Context: an optimization exercise on an open-source flow, tuned for small area. The choices shown serve that exercise and are no tape-out recipe.
Function was checked by simulation only, so behaviour that the tests miss may differ from the original.
Power figures rest on the tool's default switching activity, not on a simulated workload.

// hmv3_engine
module hmv3_engine (
    input  wire        clk,
    input  wire        rst,
    input  wire        in_valid,
    output wire        in_ready,
    input  wire [7:0]  in_op,
    input  wire [7:0]  in_a,
    input  wire [15:0] in_b,
    input  wire [15:0] in_c,
    input  wire        in_model,
    output wire        out_valid,
    input  wire        out_ready,
    output wire        out_last,
    output wire [3:0]  out_code,
    output wire [15:0] out_data
);
==> flow/config.mk <==
export PLATFORM = sky130hd
export DESIGN_NAME = hmv3_engine
export DESIGN_NICKNAME = hmv3_engine
export VERILOG_FILES = /design/flow/design.v
export SDC_FILE = /design/flow/constraint.sdc
export NUM_CORES = 4
export LEC_CHECK = 0
export CAP_MARGIN = 20
export CORE_MARGIN = 2
export CORE_UTILIZATION = 60
export GPL_TIMING_DRIVEN = 0
export PLACE_DENSITY = 0.7
export SETUP_SLACK_MARGIN = 0.3
export SLEW_MARGIN = 20
==> flow/constraint.sdc <==
create_clock -name core_clock -period 8.0 [get_ports {clk}]
set_input_delay 1.6000 -clock core_clock [delete_from_list [all_inputs] [get_ports {clk}]]
set_output_delay 1.6000 -clock core_clock [all_outputs]
set_load 0.01 [all_outputs]
standard.sh (not shown) runs the stock make flow with config.mk's settings and CLKGATE_MAP_FILE= SYNTH_SCRIPT=/design/flow/synth_recipe.tcl, a recipe that flattens the netlist after the stock synthesis.
==> flow/flow/run.sh <==
#!/bin/bash
# Standard synthesis, then an area re-mapping of its combinational logic
# (registers untouched), then the standard layout from that netlist, with
# the smallest buffer on each port and no dummy clock loads.
set -euo pipefail
HERE=$(pwd)
R=$HERE/orfs/results/$FLOW_PLATFORM/hmv3_engine/base
export BUFFER_PORTS_ARGS="-buffer_cell sky130_fd_sc_hd__buf_1"
export CTS_ARGS='-sink_clustering_enable -repair_clock_nets -sink_clustering_size 32 -sink_clustering_max_diameter 60 -buf_list "sky130_fd_sc_hd__clkbuf_8 sky130_fd_sc_hd__clkbuf_16" -dont_use_dummy_load'
bash standard.sh synth > std_synth.log 2>&1
cp $R/1_2_yosys.v $HERE/std_synth_netlist.v
IN=$HERE/std_synth_netlist.v OUT=$R/1_2_yosys.v TOP=$FLOW_TOP \
LIB=$FLOW_HOME/platforms/sky130hd/lib/sky130_fd_sc_hd__tt_025C_1v80.lib \
SCRIPT=$HERE/flow/area.abc yosys -c $HERE/flow/reopt.tcl > reopt.log 2>&1
rm -f $R/1_synth.odb $R/1_synth.sdc
bash standard.sh > std_layout.log 2>&1
Other scripts of this flow, unchanged in this note and not shown: flow/flow/area.abc, flow/flow/reopt.tcl
==> next run, changes <==
--- a/flow/flow/run.sh
+++ b/flow/flow/run.sh
@@ -9 +9 @@
-export CTS_ARGS='-sink_clustering_enable -repair_clock_nets -sink_clustering_size 32 -sink_clustering_max_diameter 60 -buf_list "sky130_fd_sc_hd__clkbuf_8 sky130_fd_sc_hd__clkbuf_16" -dont_use_dummy_load'
+export CTS_ARGS="-sink_clustering_enable -repair_clock_nets -sink_clustering_size 28 -sink_clustering_max_diameter 56 -buf_list sky130_fd_sc_hd__clkbuf_16 -dont_use_dummy_load"
Effect: Synthesized cell count went up by 0.39%. Combinational power went up by about 7%. Power went up by 2.6%.


Setup of run 1:
Starting RTL as in the previous note.
export LEC_CHECK = 0
export CAP_MARGIN = 20
export CORE_MARGIN = 2
export CORE_UTILIZATION = 60
export GPL_TIMING_DRIVEN = 0
export PLACE_DENSITY = 0.7
export SETUP_SLACK_MARGIN = 0.3
export SLEW_MARGIN = 20
create_clock -name core_clock -period 8.0 [get_ports {clk}]
==> flow/flow/run.sh <==
#!/bin/bash
# Standard synthesis, then an area re-mapping of its combinational logic
# (registers untouched), then the standard layout from that netlist, with
# the smallest buffer on each port and no dummy clock loads.
set -euo pipefail
HERE=$(pwd)
R=$HERE/orfs/results/$FLOW_PLATFORM/hmv3_engine/base
export BUFFER_PORTS_ARGS="-buffer_cell sky130_fd_sc_hd__buf_1"
export CTS_ARGS="-sink_clustering_enable -repair_clock_nets -sink_clustering_size 30 -sink_clustering_max_diameter 58 -buf_list sky130_fd_sc_hd__clkbuf_16 -dont_use_dummy_load"
bash standard.sh synth > std_synth.log 2>&1
cp $R/1_2_yosys.v $HERE/std_synth_netlist.v
IN=$HERE/std_synth_netlist.v OUT=$R/1_2_yosys.v TOP=$FLOW_TOP \
LIB=$FLOW_HOME/platforms/sky130hd/lib/sky130_fd_sc_hd__tt_025C_1v80.lib \
SCRIPT=$HERE/flow/area.abc yosys -c $HERE/flow/reopt.tcl > reopt.log 2>&1
rm -f $R/1_synth.odb $R/1_synth.sdc
bash standard.sh > std_layout.log 2>&1
==> flow/flow/area.abc <==
strash
&get -n
&deepsyn -T 120
&put
balance -l; resub -K 6 -l; rewrite -l; resub -K 6 -N 2 -l; refactor -l; resub -K 8 -l; balance -l; resub -K 8 -N 2 -l; rewrite -l; resub -K 10 -l; rewrite -z -l; resub -K 10 -N 2 -l; balance -l; resub -K 12 -l; refactor -z -l; resub -K 12 -N 2 -l; rewrite -z -l; balance -l
dch -f
amap -F 20 -A 40
Other scripts of this flow, unchanged in this note and not shown: flow/flow/reopt.tcl
#### Input delta (run 2 over run 1)
diff --git a/flow/flow/run.sh b/flow/flow/run.sh
--- a/flow/flow/run.sh
+++ b/flow/flow/run.sh
@@ -9 +9 @@
-export CTS_ARGS="-sink_clustering_enable -repair_clock_nets -sink_clustering_size 30 -sink_clustering_max_diameter 58 -buf_list sky130_fd_sc_hd__clkbuf_16 -dont_use_dummy_load"
+export CTS_ARGS="-sink_clustering_enable -repair_clock_nets -sink_clustering_size 32 -sink_clustering_max_diameter 60 -buf_list sky130_fd_sc_hd__clkbuf_16 -dont_use_dummy_load"
diff --git a/flow/flow/area.abc b/flow/flow/area.abc
--- a/flow/flow/area.abc
+++ b/flow/flow/area.abc
@@ -2,3 +2 @@
-&get -n
-&deepsyn -T 120
-&put
+balance -l; resub -K 6 -l; rewrite -l; resub -K 6 -N 2 -l; refactor -l; resub -K 8 -l; balance -l; resub -K 8 -N 2 -l; rewrite -l; resub -K 10 -l; rewrite -z -l; resub -K 10 -N 2 -l; balance -l; resub -K 12 -l; refactor -z -l; resub -K 12 -N 2 -l; rewrite -z -l; balance -l
==> comparison <==
Run 2 has overall track demand over capacity in global routing below what run 1 had. Taking run 1 as the reference, in run 2 worst slack at placement fell 0.96 ns; total vias in the final route roughly the same; clock latency on the worst-skew pair neither gained nor lost much.
Here is what was changed in the inputs of run 3 compared with run 2.
diff --git a/flow/flow/run.sh b/flow/flow/run.sh
--- a/flow/flow/run.sh
+++ b/flow/flow/run.sh
@@ -9 +9 @@
-export CTS_ARGS="-sink_clustering_enable -repair_clock_nets -sink_clustering_size 32 -sink_clustering_max_diameter 60 -buf_list sky130_fd_sc_hd__clkbuf_16 -dont_use_dummy_load"
+export CTS_ARGS="-sink_clustering_enable -repair_clock_nets -sink_clustering_size 30 -sink_clustering_max_diameter 62 -buf_list sky130_fd_sc_hd__clkbuf_16 -dont_use_dummy_load"
==> flow/flow/area.abc <==
strash
&get -n
&deepsyn -T 120
&put
balance -l; resub -K 6 -l; rewrite -l; resub -K 6 -N 2 -l; refactor -l; resub -K 8 -l; balance -l; resub -K 8 -N 2 -l; rewrite -l; resub -K 10 -l; rewrite -z -l; resub -K 10 -N 2 -l; balance -l; resub -K 12 -l; refactor -z -l; resub -K 12 -N 2 -l; rewrite -z -l; balance -l
dch -f
amap -F 20 -A 40
--- outcome ---
Run 3 closes out successfully: all stages finished, all timing, DRC and antenna checks passed.
Per the comparison of run 3 with run 2, final setup slack of the worst path lower; maximum vdd ir drop higher; design area lower.
Between run 3 and run 2, the difference in cell count of the worst hold path is negligible.
Between run 3 and run 2, it is run 3 whose setup slack on the worst flop-to-flop path is higher, by 0.18 ns.
Higher full die area goes to run 2 over run 3.
## Diff of input files: run 4 against run 3
diff --git a/flow/flow/run.sh b/flow/flow/run.sh
--- a/flow/flow/run.sh
+++ b/flow/flow/run.sh
@@ -9 +9 @@
-export CTS_ARGS="-sink_clustering_enable -repair_clock_nets -sink_clustering_size 30 -sink_clustering_max_diameter 62 -buf_list sky130_fd_sc_hd__clkbuf_16 -dont_use_dummy_load"
+export CTS_ARGS="-sink_clustering_enable -repair_clock_nets -sink_clustering_size 28 -sink_clustering_max_diameter 56 -buf_list sky130_fd_sc_hd__clkbuf_16 -dont_use_dummy_load"
diff --git a/flow/flow/area.abc b/flow/flow/area.abc
--- a/flow/flow/area.abc
+++ b/flow/flow/area.abc
@@ -2,3 +2 @@
-&get -n
-&deepsyn -T 120
-&put
+balance -l; resub -K 6 -l; rewrite -l; resub -K 6 -N 2 -l; refactor -l; resub -K 8 -l; balance -l; resub -K 8 -N 2 -l; rewrite -l; resub -K 10 -l; rewrite -z -l; resub -K 10 -N 2 -l; balance -l; resub -K 12 -l; refactor -z -l; resub -K 12 -N 2 -l; rewrite -z -l; balance -l
Clock latency of the later-clocked register in the worst-skew pair on run 4 is up relative to run 3.
Diff run 3 and run 4: combinational share of power lower in run 3
Delta (run 4 minus run 3): hold slack now smaller; number of search-and-repair iterations in the first detailed-routing pass now smaller; layout overhead on the synthesized area now larger.
Met2 track utilization from global routing | run 4 below run 3
Run 4 vs run 3 — final instance count without filler cells rose 116.
Compared with run 3, run 4 shows a area of the mapped netlist that is 1.0% higher.
The routed via count in run 4 was higher than what run 3 gave.

## separate check: timing with driven ports
How much do the figures lean on ideal ports? The routed layouts below were timed once more, with nothing changed but the port constraints. Step 1: set_driving_cell puts a clkbuf_16 on clk and a buf_2 on each other input, an assumption about the parent block. Step 2 moves the port delays by t, midway between the first and last clock arrival at a register: inputs arrive t later, outputs are due t later. That takes back most of the time a late clock gives input paths. a / b / c = ideal / step 1 / step 2; a / b = the first two.
run	shift t [ns]	setup slack, ns	clock arrival spread, ns	worst slew at a driven data input, ns
the first run of note 1	0.700	0.486 / 0.448 / 0.332	0.176 / 0.177	0.19
the second run of note 1	0.717	0.455 / 0.424 / 0.424	0.144 / 0.144	0.10
run 1	0.729	0.554 / 0.524 / 0.480	0.139 / 0.139	0.10
run 2	0.694	0.464 / 0.443 / 0.032	0.147 / 0.147	0.12
run 3	0.695	0.433 / 0.403 / 0.320	0.173 / 0.173	0.22
run 4	0.692	0.418 / 0.398 / 0.124	0.158 / 0.158	0.14
After both steps setup and hold are still met in every run listed. For run 2, which loses most, drivers alone change the setup slack by -0.021 ns; drivers and shift together by -0.432 ns.
